From an optimization exercise on the open Yosys and OpenROAD flow, aimed at small area, a short achievable clock period and few clock cycles; shortcuts taken in it are not production practice.
The RTL was checked by simulation tests, not by an equivalence proof against the original design.
No activity file was given, so power comes from the tool's default toggle rates.

### flow/run.sh
#!/bin/bash
set -euo pipefail
bash standard.sh "BUFFER_PORTS_ARGS=-buffer_cell sky130_fd_sc_hd__buf_1" "SETUP_SLACK_MARGIN=5.4" finish > standard.log 2>&1
### standard.sh
#!/bin/bash
# synth_recipe.tcl (not shown) runs the flow's synth.tcl, then flattens the netlist and writes it again
# the make line also repeats each setting of config.mk as NAME=value (left out here)
make -C /OpenROAD-flow-scripts/flow DESIGN_CONFIG=/design/flow/config.mk WORK_HOME=/design/flow/orfs CLKGATE_MAP_FILE= SYNTH_SCRIPT=/design/flow/synth_recipe.tcl "${@:-finish}"
### config.mk
export PLATFORM = sky130hd
export DESIGN_NAME = probe_engine
export DESIGN_NICKNAME = probe_engine
export VERILOG_FILES = /design/flow/design.v
export SDC_FILE = /design/flow/constraint.sdc
export NUM_CORES = 4
export LEC_CHECK = 0
export ABC_AREA = 1
export CAP_MARGIN = 20
export CORE_MARGIN = 2
export CORE_UTILIZATION = 40
export SLEW_MARGIN = 20
### constraint.sdc
create_clock -name core_clock -period 8.0 [get_ports {clk}]
set_input_delay 1.6000 -clock core_clock [delete_from_list [all_inputs] [get_ports {clk}]]
set_output_delay 1.6000 -clock core_clock [all_outputs]
set_load 0.01 [all_outputs]
### design.v
module probe_engine (
    input  wire        clk,
    input  wire        rst,           
    input  wire        verbose_in,
    input  wire [7:0]  pin_in,
    output wire [7:0]  pin_dir,
    output wire [7:0]  pin_pull,
    output wire [7:0]  pin_out,
    output reg         ev_valid,
    output reg  [2:0]  ev_kind,       
    output reg  [2:0]  ev_pin,
    output reg         ev_bit,
    output reg         rep_valid,
    output reg  [1:0]  rep_kind,      
    output reg  [1:0]  rep_finder,    
    output wire [2:0]  rep_p0,
    output wire [2:0]  rep_p1,
    output wire [2:0]  rep_p2,
    output wire [2:0]  rep_p3,
    output reg         rep_p3_valid,
    output wire [31:0] rep_value,
    output reg         rep_found,
    output reg         done,
    output reg         found_id,
    output reg         found_by,
    output reg         found_sw
);
    localparam [2:0] EV_CFGIN = 3'd1, EV_CFGOUT = 3'd2, EV_SET = 3'd3, EV_CLR = 3'd4, EV_READ = 3'd5;
    localparam [1:0] RK_CAND = 2'd0, RK_MATCH = 2'd1, RK_RESULT = 2'd2;
    localparam [1:0] F_ID = 2'd0, F_BY = 2'd1, F_SW = 2'd2;
    localparam [4:0]
        P_CFG   = 5'd0,    
        P_OUTC  = 5'd1,    
        P_OUTM  = 5'd2,    
        P_ISETM = 5'd3,    
        P_IT    = 5'd4,
        P_ITDEC = 5'd5,
        P_TDOUT = 5'd6,    
        P_TF    = 5'd7,
        P_TM    = 5'd8,
        P_TDIN  = 5'd9,    
        P_TDNXT = 5'd10,   
        P_BOUTD = 5'd11,   
        P_BSETM = 5'd12,
        P_BCLRD = 5'd13,
        P_BA    = 5'd14,
        P_BF    = 5'd15,
        P_BCLRM = 5'd16,
        P_BM    = 5'd17,
        P_BYDEC = 5'd18,
        P_BACC  = 5'd19,   
        P_S0    = 5'd20,   
        P_SD8   = 5'd21,
        P_S1    = 5'd22,   
        P_S2    = 5'd23,   
        P_SD50  = 5'd24,
        P_S3    = 5'd25,   
        P_SS    = 5'd26,   
        P_S4    = 5'd27,   
        P_S5    = 5'd28,   
        P_S6    = 5'd29,   
        P_S7    = 5'd30,   
        P_SR    = 5'd31;   
    localparam [1:0] X_NONE = 2'd0, X_SWDEC = 2'd1, X_FIN = 2'd2, X_DONE = 2'd3;
    localparam [2:0] H_A = 3'd0, H_W = 3'd1, H_B = 3'd2, H_I = 3'd3, H_R = 3'd4;
    reg  [4:0]  pc;
    reg  [1:0]  xpc;
    reg         start;
    reg  [2:0]  ph;
    reg  [8:0]  i;
    reg  [1:0]  f;
    reg  [2:0]  c, m, o, d;
    reg         srch, frc, newtri, half, in_tdi, tclr;
    reg         prev;
    reg  [5:0]  tog;
    reg  [31:0] acc;
    assign rep_p0 = c;
    assign rep_p1 = m;
    assign rep_p2 = o;
    assign rep_p3 = d;
    assign rep_value = acc;
    function [2:0] nx;    
        input [2:0] p;
        nx = (p == 3'd0) ? 3'd3 : p + 3'd1;
    endfunction
    wire cm_ne   = (c != m);
    wire trip_ok = cm_ne && (c != o) && (m != o);
    wire d_free  = (d != c) && (d != m) && (d != o);
    wire is_sw   = (f == F_SW);
    wire valid   = is_sw ? cm_ne : (trip_ok && d_free);
    wire stepping = srch && (frc || !valid);
    wire lvl_o = !is_sw && !trip_ok;               
    wire inc_d = !is_sw && trip_ok;
    wire inc_o = !is_sw && (!trip_ok || d == 3'd7);
    wire inc_m = is_sw || (inc_o && o == 3'd7);
    wire inc_c = inc_m && m == 3'd7;
    wire wrap  = inc_c && c == 3'd7;
    wire op_pulse = (xpc == X_NONE) && !start &&
                    ((pc == P_IT) || (pc == P_TF) || (pc == P_TM) || (pc == P_BA) || (pc == P_BF) ||
                     (pc == P_BM) || (pc == P_SD8) || (pc == P_SD50) || (pc == P_SS) || (pc == P_SR));
    wire jt    = !pc[4] || (pc < P_S0);
    wire has_w = (pc == P_TM) || (pc == P_BM) || (pc == P_SS) ||
                 (pc == P_IT && i[5:3] == 3'd0 && i[2] && !(i[1] && i[0])) ||
                 (pc == P_BA && i[3] == 1'b0 && i[2] && (i[1] || i[0]));
    wire [15:0] pat = half ? 16'h00A5 : 16'h79E7;
    wire w_val = (pc == P_IT) ? (!i[1] && i[0]) :
                 (pc == P_BA) ? (i[1] && !i[0]) :
                 (pc == P_TM) ? (i[8:5] == 4'd0 && !i[0]) :
                 (pc == P_BM) ? (i[1:0] == 2'd0) :
                                pat[~i[3:0]];
    wire [2:0] w_pin = (pc == P_TM || pc == P_BM) ? d : m;
    wire has_r = (pc == P_TM) || (pc == P_BM) || (pc == P_IT && i[5:3] != 3'd0) ||
                 (pc == P_SR && (i[5:2] != 4'd0 || (i[1] && i[0])) && !(i[5] && (i[2] || (i[1] && i[0]))));
    wire last = (pc == P_IT)   ? (i[5] && i[2] && i[1] && i[0]) :
                (pc == P_TF || pc == P_TM) ? (&i) :
                (pc == P_BA)   ? i[3] :
                (pc == P_BF)   ? (&i[5:0]) :
                (pc == P_BM)   ? i[5] :
                (pc == P_SD8)  ? (&i[2:0]) :
                (pc == P_SD50) ? (i[5] && i[4] && i[0]) :
                (pc == P_SS)   ? (&i[3:0]) :
                                 (i[5] && i[2] && i[0]);      
    wire [2:0] rsel = is_sw ? m : o;
    wire rd_now = ev_valid && (ev_kind == EV_READ);
    wire tg     = rd_now && (ev_bit != prev);
    wire v_gt7  = (tog > 6'd7) || (tog == 6'd7 && tg);
    wire v_by   = tg ? (tog >= 6'd13 && tog <= 6'd17) : (tog >= 6'd14 && tog <= 6'd18);
    wire v_td   = tg ? (tog >= 6'd29 && tog <= 6'd33) : (tog >= 6'd30 && tog <= 6'd34);
    wire [7:0] dir_q, out_q;
    genvar gp;
    generate
        for (gp = 0; gp < 8; gp = gp + 1) begin : g_pin
            if (gp == 1 || gp == 2) begin : g_rsv
                assign dir_q[gp] = 1'b0;
                assign out_q[gp] = 1'b0;
            end else begin : g_use
                reg dq, oq;
                always @(posedge clk) begin
                    if (rst) begin
                        dq <= 1'b0;
                        oq <= 1'b1;
                    end else if (ev_valid && ev_pin == gp) begin
                        if (ev_kind == EV_CFGIN || ev_kind == EV_CFGOUT) dq <= ev_kind[1];
                        if (ev_kind != EV_READ) oq <= ev_kind[0];
                    end
                end
                assign dir_q[gp] = dq;
                assign out_q[gp] = oq;
            end
        end
    endgenerate
    assign pin_dir  = dir_q;
    assign pin_out  = out_q;
    assign pin_pull = ~dir_q & 8'hF9;
    always @(posedge clk) begin
        ev_bit <= pin_in[rsel];
        if (tclr) begin
            prev <= 1'b0;
            tog  <= 6'd0;
        end else if (rd_now) begin
            prev <= ev_bit;
            if (tg && tog != 6'd63) tog <= tog + 6'd1;
        end
        if (rd_now && !in_tdi) acc <= {ev_bit, acc[31:1]};
    end
    reg       e_v;       
    reg [2:0] e_k, e_p;
    reg [4:0] npc;       
    reg       adv;       
    reg       stp;       
    always @(*) begin
        e_v = 1'b1; e_k = EV_CLR; e_p = c;
        npc = pc + 5'd1;
        adv = 1'b1;
        stp = 1'b0;
        if (start || xpc != X_NONE) begin
            e_v = 1'b0; adv = 1'b0;
        end else if (op_pulse) begin
            adv = 1'b0;
            case (ph)
                H_A: e_k = jt ? EV_SET : EV_CLR;
                H_W: begin e_k = w_val ? EV_SET : EV_CLR; e_p = w_pin; end
                H_B: begin e_k = jt ? EV_CLR : EV_SET; adv = !has_r && last; end
                H_I: e_v = 1'b0;
                default: begin e_k = EV_READ; e_p = rsel; adv = last; end
            endcase
        end else begin
            case (pc)
                P_CFG:   begin e_k = EV_CFGIN; e_p = (i[2:0] == 3'd2) ? 3'd0 : i[2:0]; adv = &i[2:0]; end
                P_OUTC:  begin e_v = !srch; e_k = EV_CFGOUT; adv = !srch; end
                P_OUTM:  begin e_k = EV_CFGOUT; e_p = m;
                               npc = (f == F_BY) ? P_BOUTD : is_sw ? P_S0 : P_ISETM; end
                P_ISETM, P_BSETM: begin e_k = EV_SET; e_p = m; end
                P_ITDEC: begin e_v = 1'b0; npc = v_gt7 ? P_TDOUT : P_CFG; stp = !v_gt7; end
                P_TDOUT, P_BOUTD: begin e_k = EV_CFGOUT; e_p = d; end
                P_TDIN:  begin e_k = EV_CFGIN; e_p = d; stp = 1'b1; end
                P_TDNXT: begin e_v = 1'b0; adv = newtri || !srch; npc = newtri ? P_CFG : P_TDOUT; end
                P_BCLRD: e_p = d;
                P_BCLRM, P_S0, P_S6: e_p = m;
                P_BYDEC: begin e_v = 1'b0; npc = v_by ? P_BACC : P_CFG; stp = !v_by; end
                P_BACC:  begin e_k = EV_SET; e_p = m; npc = P_CFG; stp = 1'b1; end
                P_S2:    begin e_k = EV_SET; e_p = m; end
                P_S4:    npc = half ? P_S5 : P_S0;
                P_S7:    begin e_k = EV_CFGIN; e_p = m; end
                default: ;    
            endcase
        end
    end
    always @(posedge clk) begin
        ev_valid  <= e_v;
        ev_kind   <= e_k;
        ev_pin    <= e_p;
        rep_valid <= 1'b0;
        tclr      <= 1'b0;
        rep_finder <= f;
        rep_found <= (f == F_ID) ? found_id : (f == F_BY) ? found_by : found_sw;
        if (op_pulse) begin
            case (ph)
                H_A: ph <= has_w ? H_W : H_B;
                H_W: ph <= H_B;
                H_B: ph <= has_r ? H_I : H_A;
                H_I: ph <= H_R;
                default: ph <= H_A;
            endcase
        end
        if (op_pulse ? (ph == H_R || (ph == H_B && !has_r)) : (pc == P_CFG)) i <= i + 9'd1;
        if (adv) begin
            pc <= npc;
            ph <= H_A;
            i  <= (npc == P_CFG) ? 9'd2 : 9'd0;
        end
        if (op_pulse && pc == P_SR && ph == H_B && last) xpc <= X_SWDEC;
        if (srch) begin
            frc <= 1'b0;
            if (!stepping) srch <= 1'b0;
            else begin
                if (inc_d) d <= nx(d);
                if (lvl_o) d <= 3'd0;
                if (inc_o) begin o <= nx(o); newtri <= 1'b1; end
                if (inc_m) m <= nx(m);
                if (inc_c) c <= nx(c);
                if (wrap) begin
                    f <= f + 2'd1;
                    rep_valid <= 1'b1; rep_kind <= RK_RESULT;
                end
            end
        end
        if (stp) begin
            srch <= 1'b1; frc <= 1'b1; newtri <= 1'b0;
            if (pc == P_ITDEC) d <= 3'd7;      
        end
        if (start) begin
            start <= 1'b0;
            pc <= P_CFG; i <= 9'd2; xpc <= X_NONE;
            f <= F_ID;
            c <= 3'd0; m <= 3'd0; o <= 3'd0; d <= 3'd0;
            srch <= 1'b1; frc <= 1'b0;
            in_tdi <= 1'b0;
            found_id <= 1'b0; found_by <= 1'b0; found_sw <= 1'b0;
        end else case (xpc)
            X_SWDEC: begin
                rep_valid <= (tog > 6'd7); rep_kind <= RK_MATCH; rep_p3_valid <= 1'b0;
                if (tog > 6'd7) found_sw <= 1'b1;
                if (c == 3'd7 && m == 3'd6) xpc <= X_FIN;
                else begin
                    xpc <= X_NONE; pc <= P_CFG; i <= 9'd2;
                    srch <= 1'b1; frc <= 1'b1;
                end
            end
            X_FIN: begin
                rep_valid <= 1'b1; rep_kind <= RK_RESULT;
                xpc <= X_DONE;
            end
            X_DONE: done <= 1'b1;
            default: case (pc)
                P_OUTC: if (!srch) begin
                    rep_valid <= verbose_in; rep_kind <= RK_CAND; rep_p3_valid <= (f == F_BY);
                    tclr <= 1'b1;
                    half <= 1'b0;
                end
                P_ITDEC: if (v_gt7) tclr <= 1'b1;
                P_TDNXT: if (!newtri && !srch) tclr <= 1'b1;
                P_TDOUT: begin
                    rep_valid <= verbose_in; rep_kind <= RK_CAND; rep_p3_valid <= 1'b1;
                    in_tdi <= 1'b1;
                end
                P_TDIN: begin
                    rep_valid <= v_td; rep_kind <= RK_MATCH; rep_p3_valid <= 1'b1;
                    if (v_td) found_id <= 1'b1;
                    in_tdi <= 1'b0;
                end
                P_BACC: begin
                    rep_valid <= 1'b1; rep_kind <= RK_MATCH; rep_p3_valid <= 1'b1;
                    found_by <= 1'b1;
                end
                P_S4: half <= 1'b1;
                default: ;
            endcase
        endcase
        if (rst) begin
            start     <= 1'b1;
            ev_valid  <= 1'b0;
            rep_valid <= 1'b0;
            done      <= 1'b0;
        end
    end
endmodule
==> impl_metrics.ini, run 1 <==
[run_status]
outcome = no timing/DRC/antenna violations

[floorplan]
core_mm2 = 0.0160
rows = 46
dieArea_mm2 = 0.0175
fp.dieH_um = 132
io_pins = 98
start_util = 0.411
die_x_um = 132

[critical_path]
worstSetupEndpointType = output port
critPathBufInv = 1
r2r_cells = 14
rr_startpoint = pc[0]
crit_start = o[2]
cp_slowest_stage_delay_ns = 0.43
cp_data_required_time_ns = 6.40
crit_chain = buf_1
path_max_fanout = 7
rrSetupSlack_ns = 5.59
start_kind = register
cp_slowest_cell = dfxtp_2
r2r_end = pc[2]
path_delay_family = flip-flops
arrival_ns = 0.97
path_class = reg2out

[sta]
fin_crit_ns = 2.57
finalHoldViolCount = 0
setup_viol = 0
fin_crit_sh = 0.321
tns_ns = 0
layout_setup_ws_ns = 5.43
slew_viol_final = 0
rsz0062_at_grt = no
worst_slew_margin_rel = 0.381
clock_skew_ns = 0.00857
max_freq_mhz = 390
max_slew.worst_pin.slew_ns = 0.928

[routing]
wl_per_cell_um = 14.3
vias = 5938
drt_first_pass_iters = 5
drt_iter0_markers = 469
ant_nets = 0
via_per_inst = 5.02
drc_errors = 0
drt_wl_total_um = 16900

[synth]
postSynthAreaPerCell_um2 = 7.46
seq_area_frac_synth = 0.387
synth.most_common_cell = nand2_1
synth_warnings = 1
synthCells = 882
synth_commonest_cells = nand2_1 (183), inv_1 (110), nor2_1 (97)
yosysTopAreaCellShare = 0.231
async_flop_share = 0
synth_seq_cells = 110
netlist_area_mm2 = 0.00658
yosys.cell_types.count = 48
synthTopCellsByArea = dfxtp_1 (23%), edfxtp_1 (16%), nand2_1 (10%)
ys.flop_type = dfxtp_1
synth_edf_count = 34
synth_top_area_cell = dfxtp_1

[worst_hold_path]
min-delay-start = f[0]
whs_path_depth = 0
holdPathEnd = rep_finder[0]
hold_class = reg2reg

[final_layout]
diodes = 0
drive_gt1_frac = 0.0857
fin_util = 0.463
nets = 1014
fill_cells = 1661
area_delta_synth_final_pct = 12.7
stdcell_count = 1184

[cts]
h-tree-depth = 3
cts_tree = built
cts_max_path_buffers = 2
clk_latency_ns = 0.36
cts_buffers = 9
cts-root-buf = clkbuf_16
holdBufCountCts = 0
clk_pin_slew_ns = 0.08
cts.sinks = 110

[power_and_ir_drop]
vdd_drop_max_mv = 0.157
p_leak_nw = 3.08
p_clk_frac = 0.229
p_int_w = 0.00113
power_density_mw_per_mm2 = 268
combPwrFrac = 0.387
seq_power_share = 0.384
switching_share = 0.428
power.switching_w = 0.000850

[grt]
grt_max_degree = 33
grt_pass1_vias = 5450
antenna_found_initial = 0
grt_pass1_wl_um = 27400
overflow = 0
grt_usage = 0.194

[flow_run]
max_cap_violations = 0

[placed_design]
hpwlAfterDp_um = 13000
dp_slack_ns = 5.52
place_inst = 1166
io_buffers = 91
place_congestion = 0.915
==> area by class of cell <==
class | instances | area [um^2] | area share
Clock buffer | 9 | 225 | 0.0304
Sequential cell | 110 | 2580 | 0.348
Multi-Input combinational cell | 628 | 3420 | 0.462
Clock inverter | 7 | 80.1 | 0.0108
Tap cell | 216 | 270 | 0.0365
Timing Repair Buffer | 94 | 364 | 0.0491
Inverter | 120 | 465 | 0.0628
==> how the worst max path moves through the flow <==
stage	endpoint	slack (ns)	depth (start not counted)
final	rep_p2[2]	5.43	1
after detailed placement	g_pin[5].g_use.dq	5.52	4
after CTS	rep_p1[1]	5.38	1
after global routing	rep_p3[2]	5.40	1
after global placement	g_pin[5].g_use.dq	5.49	4
after floorplan	g_pin[7].g_use.dq	5.77	4
==> flip-flops by register name, summed over array words and instances (netlist names), 5 cells and up <==
register	flops
g_pin.g_use.oq	6
tog	6
g_pin.g_use.dq	6
pc	5
acc	32
i	9
==> power groups by stage <==
stage	sequential (W)	clock, W	combinational, W
5_1_grt	0.000775	0.000486	0.000872
2_1_floorplan	0.000746	0	0.000588
3_5_place_dp	0.000770	0	0.000758
3_3_place_gp	0.000771	0	0.000760
6_report	0.000762	0.000454	0.000768
4_1_cts	0.000759	0.000469	0.000762
==> layer usage <==
metal / up-vias / global-route usage / part of all wire
li1: 3062 / - / -
met1: 2657 / 0.271 / 0.48
met2: 204 / 0.301 / 0.44
met3: 15 / 0.0400 / 0.066
met4: 0 / 0.0621 / 0.013
met5: - / 0 / 0
==> logic make-up (layout without fill, tap and decap cells) <==
logic type,Yosys count,in the layout,synth area share
XOR/XNOR,16,16,0.0213
AND/OR/NAND/NOR,398,398,0.271
flip-flops,110,110,0.387
adder cells (fa/ha/maj),40,40,0.0761
AO/OA/AOI/OAI,168,168,0.146
other,1,6,0.000570
buffers and inverters,149,230,0.0985
==> cell usage in the layout (no fill, tap or decap), types with 6 or more instances in the layout <==
cell type,n
xnor2_1,10
dfxtp_1,58
a21oi_1,55
o211ai_1,11
dfxtp_4,7
nand2_1,181
conb_1,6
o21ai_0,62
a31oi_1,11
nand4_1,7
nor2_1,94
clkbuf_16,9
ha_1,40
xor2_1,6
buf_1,91
edfxtp_1,34
dfxtp_2,11
nor2_2,10
inv_1,109
nor3_1,18
nor4_1,7
nand3_1,53
==> repair_timing <==
item | in CTS | in global routing
resized for setup | 15 | 17
setup endpoints to repair | 14 | 27
hold endpoints to repair | 0 | 0
buffers inserted | 0 | 2
==> stage by stage <==
stage	area [um^2]	hold WS (ns)	power [W]
finish	7410	0.389	0.00198
global route	7410	0.395	0.00213
CTS	7350	0.390	0.00199
detailed placement	7030	0.381	0.00153
global placement	7030	0.363	0.00153
floorplan	6600	0.355	0.00133
Testbench counts, summed over its fixed seeds: cycles 1,652,417.
==> run 2: changes to the inputs <==
--- a/design.v
+++ b/design.v
@@ -252,4 +252,5 @@
         if (start) begin
             start <= 1'b0;
+            rep_valid <= 1'b0;
             pc <= P_CFG; i <= 9'd2; xpc <= X_NONE;
             f <= F_ID;
==> impl_metrics.ini, run 2 <==
[sta]
max_slew.worst_pin.slew_ns = 0.612
finalHoldViolCount = 0
rsz0062_at_grt = yes
clock_skew_ns = 0.0132
tns_ns = 0
max_freq_mhz = 391
slew_viol_final = 0
fin_crit_sh = 0.320
worst_slew_margin_rel = 0.588
setup_viol = 0
fin_crit_ns = 2.56

[cts]
h-tree-depth = 3
clk_pin_slew_ns = 0.09
cts_tree = built
cts-root-buf = clkbuf_16
clk_latency_ns = 0.36
cts.sinks = 110
holdBufCountCts = 0
cts_buffers = 9
cts_max_path_buffers = 2
cts_setup_buffers = 0

[power_and_ir_drop]
total_power_w = 0.00202
power_density_mw_per_mm2 = 274
power.switching_w = 0.000882
p_leak_nw = 3.09
seq_power_share = 0.374
switching_share = 0.438
vdd_drop_max_mv = 0.140
p_int_w = 0.00113
p_clk_frac = 0.232
combPwrFrac = 0.394

[final_layout]
mostFrequentLayoutCells = nand2_1 (202), inv_1 (116), nor2_1 (102), buf_1 (91), o21ai_0 (66)
nets = 1026
largest_reg_flops = 32
regMostFlops = acc
fin_util = 0.461
reg_top3 = acc x32, i x9
final_common_cell = nand2_1
diodes = 0
area_delta_synth_final_pct = 12.5
drive_gt1_frac = 0.0796

[critical_path]
crit_chain = buf_1
r2r_end = i[4]
cp_data_required_time_ns = 6.40
arrival_ns = 0.96
crit_path_end = rep_p0[2]
rrSetupSlack_ns = 5.63
cp_slowest_cell = dfxtp_2
r2r_cells = 16
start_kind = register
path_max_fanout = 8
cp_slowest_stage_delay_ns = 0.43
cp_num_cells = 1
worstSetupEndpointType = output port
crit_start = c[2]
path_class = reg2out
path_delay_family = flip-flops
critPathBufInv = 1
rr_startpoint = pc[0]

[grt]
grt_usage = 0.191
antenna_found_initial = 0
grt_max_degree = 33
overflow = 0
grt_pass1_wl_um = 27000
grt_pass1_vias = 5266

[worst_hold_path]
hold_class = reg2reg

[flow_run]
max_cap_violations = 0

[synth]
yosysTopAreaCellShare = 0.233
synth.most_common_cell = nand2_1
synth-compound-area-share = 0.143
synth_edf_count = 34
yosys.cell_types.count = 50
synthCells = 900
seq_area_frac_synth = 0.389
synth_seq_cells = 110
synth_top_area_cell = dfxtp_1
yosys.area_share.simple = 0.269
postSynthAreaPerCell_um2 = 7.26
synthTopCellsByArea = dfxtp_1 (23%), edfxtp_1 (16%), nand2_1 (12%)
muxShareOfSynthArea = 0
synth_warnings = 1
ys.flop_type = dfxtp_1
netlist_area_mm2 = 0.00653
synth_adder_area_share = 0.0766
synth_top_family_by_area = simple AND/OR/NAND/NOR gates
synth_commonest_cells = nand2_1 (202), inv_1 (117), nor2_1 (103)
synth_xor_area_frac = 0.0188
async_flop_share = 0

[floorplan]
dieArea_mm2 = 0.0174
rows = 46
core_mm2 = 0.0159
start_util = 0.410
fp.dieH_um = 132
die_x_um = 132
io_pins = 98

[run_status]
outcome = no timing/DRC/antenna violations

[routing]
vias = 5967
via_per_inst = 4.99
drt_first_pass_iters = 5
drt_iter0_markers = 387
drc_errors = 0
wl_per_cell_um = 13.8
ant_nets = 0
drt_wl_total_um = 16500

[placed_design]
hpwlAfterDp_um = 12700
place_congestion = 0.920
io_buffers = 91
## run 2: cells by family after synthesis
kind of cell / count (synthesis)
AND/OR/NAND/NOR: 408
AO/OA/AOI/OAI: 168
buffers and inverters: 159
flip-flops: 110
adder cells (fa/ha/maj): 40
XOR/XNOR: 14
other: 1
## run 2: metal layers
layer,GRT usage,routed length [um],vias up
met5,0,0,-
met4,0.0429,209,0
met3,0.0334,775,15
met2,0.293,7150,163
met1,0.281,8360,2720
li1,-,-,3069
## run 2: worst min path at each step
stage | from | end | slack, ns | depth (start not counted)
final | f[0] | rep_finder[0] | 0.43 | 0
after global routing | f[1] | rep_finder[1] | 0.44 | 0
after CTS | f[1] | rep_finder[1] | 0.42 | 0
after detailed placement | f[1] | rep_finder[1] | 0.40 | 0
after global placement | f[0] | rep_finder[0] | 0.40 | 0
after floorplan | f[1] | rep_finder[1] | 0.37 | 0
## run 2: power groups by stage
stage / combinational (W) / sequential, W / clock [W]
final: 0.000795 / 0.000753 / 0.000468
after global routing: 0.000910 / 0.000769 / 0.000504
after CTS: 0.000787 / 0.000752 / 0.000482
after detailed placement: 0.000782 / 0.000764 / 0
after global placement: 0.000787 / 0.000763 / 0
after floorplan: 0.000592 / 0.000747 / 0
## run 2: through the flow
stage / setup WS [ns] / instances / hold WS [ns] / cell area, um^2
2_1_floorplan: 5.49 / 905 / 0.371 / 6550
3_3_place_gp: 5.44 / 1180 / 0.399 / 6980
3_5_place_dp: 5.37 / 1180 / 0.401 / 6980
4_1_cts: 5.38 / 1196 / 0.420 / 7310
5_1_grt: 5.37 / 1196 / 0.436 / 7350
6_report: 5.44 / 1196 / 0.429 / 7350
## run 2: final cells by class
class / instances / area (um^2)
timing repair buffer: 92 / 349
fill: 1648 / 8590
inverter: 126 / 478
sequential: 110 / 2590
clock inverter: 7 / 88.8
tap: 216 / 270
clock buffer: 9 / 225
multi-input combinational: 636 / 3350
## run 2: what timing repair did
action,CTS,global route
setup endpoints to repair,24,23
hold endpoints to repair,0,0
resized for setup,15,18
pin swaps,0,0
Testbench counts of run 2, summed over its fixed seeds: cycles 1,652,417.
==> run 3: changes to the inputs <==
--- a/config.mk
+++ b/config.mk
@@ -9,4 +9,4 @@
 export CAP_MARGIN = 20
 export CORE_MARGIN = 2
-export CORE_UTILIZATION = 40
+export CORE_UTILIZATION = 60
 export SLEW_MARGIN = 20
==> impl_metrics.ini, run 3 <==
[critical_path]
worstSetupEndpointType = output port
rrSetupSlack_ns = 5.60
cp_num_cells = 1
arrival_ns = 0.97
crit_chain = clkbuf_2
cp_data_required_time_ns = 6.40
start_kind = register
path_max_fanout = 2
critPathBufInv = 1
r2r_end = pc[3]
crit_start = acc[14]
path_delay_family = flip-flops
cp_slowest_stage_delay_ns = 0.43
crit_path_end = rep_value[14]
r2r_cells = 17
rr_startpoint = pc[0]
path_class = reg2out
cp_slowest_cell = edfxtp_1

[sta]
tns_ns = 0
layout_setup_ws_ns = 5.43
fin_crit_sh = 0.322
worst_slew_margin_rel = 0.625
slew_viol_final = 0
setup_viol = 0
max_freq_mhz = 389
max_slew.worst_pin.slew_ns = 0.556
finalHoldViolCount = 0
rsz0062_at_grt = yes
clock_skew_ns = 0.00990
fin_crit_ns = 2.57

[synth]
synth_edf_count = 34
async_flop_share = 0
synthTopCellsByArea = dfxtp_1 (23%), edfxtp_1 (16%), nand2_1 (12%)
yosys.cell_types.count = 50
ys.flop_type = dfxtp_1
synth_warnings = 1
synth_top_area_cell = dfxtp_1
netlist_area_mm2 = 0.00653
synth_seq_cells = 110
seq_area_frac_synth = 0.389
synth.most_common_cell = nand2_1
yosysTopAreaCellShare = 0.233
synth_commonest_cells = nand2_1 (202), inv_1 (117), nor2_1 (103)
postSynthAreaPerCell_um2 = 7.26
synthCells = 900

[final_layout]
drive_gt1_frac = 0.115
nets = 1040
fin_util = 0.682
final_common_cell = nand2_1
stdcell_count = 1134
diodes = 0
regMostFlops = acc
stdcell_area_mm2 = 0.00733
largest_reg_flops = 32
area_delta_synth_final_pct = 12.2
reg_top3 = acc x32, i x9
mostFrequentLayoutCells = nand2_1 (202), inv_1 (116), nor2_1 (101), buf_1 (74), o21ai_0 (66)

[placed_design]
io_buffers = 91
dp_slack_ns = 5.45
place_congestion = 0.968
dpl-instance-area_mm2 = 0.00688
place_inst = 1104
hpwlAfterDp_um = 12700

[routing]
drt_wl_total_um = 16700
ant_nets = 0
vias = 6242
drt_iter0_markers = 598
wl_per_cell_um = 14.7
drc_errors = 0
drt_first_pass_iters = 5
via_per_inst = 5.50

[power_and_ir_drop]
switching_share = 0.456
p_leak_nw = 3.18
power_density_mw_per_mm2 = 263
p_clk_frac = 0.183
p_int_w = 0.00105
combPwrFrac = 0.425
power.switching_w = 0.000881
seq_power_share = 0.392
vdd_drop_max_mv = 0.180

[grt]
antenna_found_initial = 0
grt_pass1_vias = 5519
grt_usage = 0.284
grt_max_degree = 33
grt_pass1_wl_um = 26400
overflow = 0

[floorplan]
core_mm2 = 0.0107
die_x_um = 108
dieArea_mm2 = 0.0117
fp.dieH_um = 108
start_util = 0.608
io_pins = 98
rows = 38

[cts]
cts_tree = built
cts.sinks = 110
cts_buffers = 9
h-tree-depth = 3
holdBufCountCts = 0
cts_max_path_buffers = 2
clk_latency_ns = 0.40
cts-root-buf = clkbuf_8
clk_pin_slew_ns = 0.12

[run_status]
outcome = no timing/DRC/antenna violations

[flow_run]
max_cap_violations = 0

[worst_hold_path]
hold_class = reg2reg
## run 3: cells by family (layout without fill, tap and decap cells)
family / count (synthesis) / after routing / share of synthesized area
simple gates: 408 / 408 / 0.269
fa+ha+maj: 40 / 40 / 0.0766
compound gates: 168 / 168 / 0.143
xor+xnor: 14 / 14 / 0.0188
other cells: 1 / 6 / 0.000574
flops: 110 / 110 / 0.389
buf+inv: 159 / 248 / 0.103
## run 3: cell type report
| type | instances | area, um^2 |
|---|---|---|
| flip-flops and latches | 110 | 2610 |
| clock buffers | 9 | 124 |
| well taps | 140 | 175 |
| clock inverters | 7 | 83.8 |
| fillers | 958 | 3410 |
| repair buffers | 106 | 488 |
| inverters | 126 | 480 |
| multi-input cells | 636 | 3380 |
## run 3: timing repair
action | 4_1_cts | 5_1_grt
setup endpoints to repair | 14 | 50
hold endpoints to repair | 0 | 0
resized for setup | 25 | 38
buffers inserted | 0 | 14
## run 3: power groups by stage
stage	registers, W	logic, W	clock network (W)
after floorplan	0.000747	0.000592	0
after global placement	0.000761	0.000760	0
after detailed placement	0.000765	0.000772	0
after CTS	0.000752	0.000776	0.000357
after global routing	0.000766	0.000934	0.000381
final	0.000756	0.000820	0.000354
## run 3: worst min-delay path by stage
stage,startpoint,endpoint,slack (ns),cells past startpoint
after detailed placement,f[1],rep_finder[1],0.40,0
after CTS,f[1],rep_finder[1],0.41,0
after global routing,f[1],rep_finder[1],0.41,0
final,f[1],rep_finder[1],0.41,0
after global placement,f[1],rep_finder[1],0.38,0
after floorplan,f[1],rep_finder[1],0.37,0
## run 3: routing by layer
metal  up-vias  global-route usage  wire (um)
met2       241               0.479       7950
met3        34              0.0350        981
met1      2869               0.380       7400
met4         0              0.0907        321
li1       3098                   -          -
met5         -                   0          0
## run 3: per-stage QoR
stage	power, W	hold WS [ns]
2_1_floorplan	0.00134	0.371
3_3_place_gp	0.00152	0.382
3_5_place_dp	0.00154	0.400
4_1_cts	0.00188	0.410
5_1_grt	0.00208	0.410
6_report	0.00193	0.407

## re-timing with driven ports
The flow's constraints put no driver on any port. The routed layouts listed below were extracted and timed again, unchanged, in two steps.
Step 1 assumes that a clkbuf_16 drives the clock port and a buf_2 every other input.
Step 2, shift: input delay + t, output delay - t, t = (earliest + latest rising clock arrival at the registers) / 2. This alone moves slack from input paths to output paths.
Slacks: ideal ports / drivers / drivers and shift; pairs: ideal ports / drivers.
| run | t (ns) | setup slack, ns | hold WS [ns] | clock arrival spread, ns | worst register clock-pin slew, ns |
|---|---|---|---|---|---|
| run 1 | 0.401 | 5.434 / 5.389 / 5.516 | 0.389 / 0.389 / 0.389 | 0.009 / 0.009 | 0.08 / 0.08 |
| run 2 | 0.402 | 5.444 / 5.396 / 5.491 | 0.429 / 0.429 / 0.429 | 0.013 / 0.014 | 0.09 / 0.09 |
| run 3 | 0.428 | 5.427 / 5.390 / 5.458 | 0.407 / 0.407 / 0.407 | 0.010 / 0.009 | 0.12 / 0.12 |
After both steps every run listed still meets setup and hold.
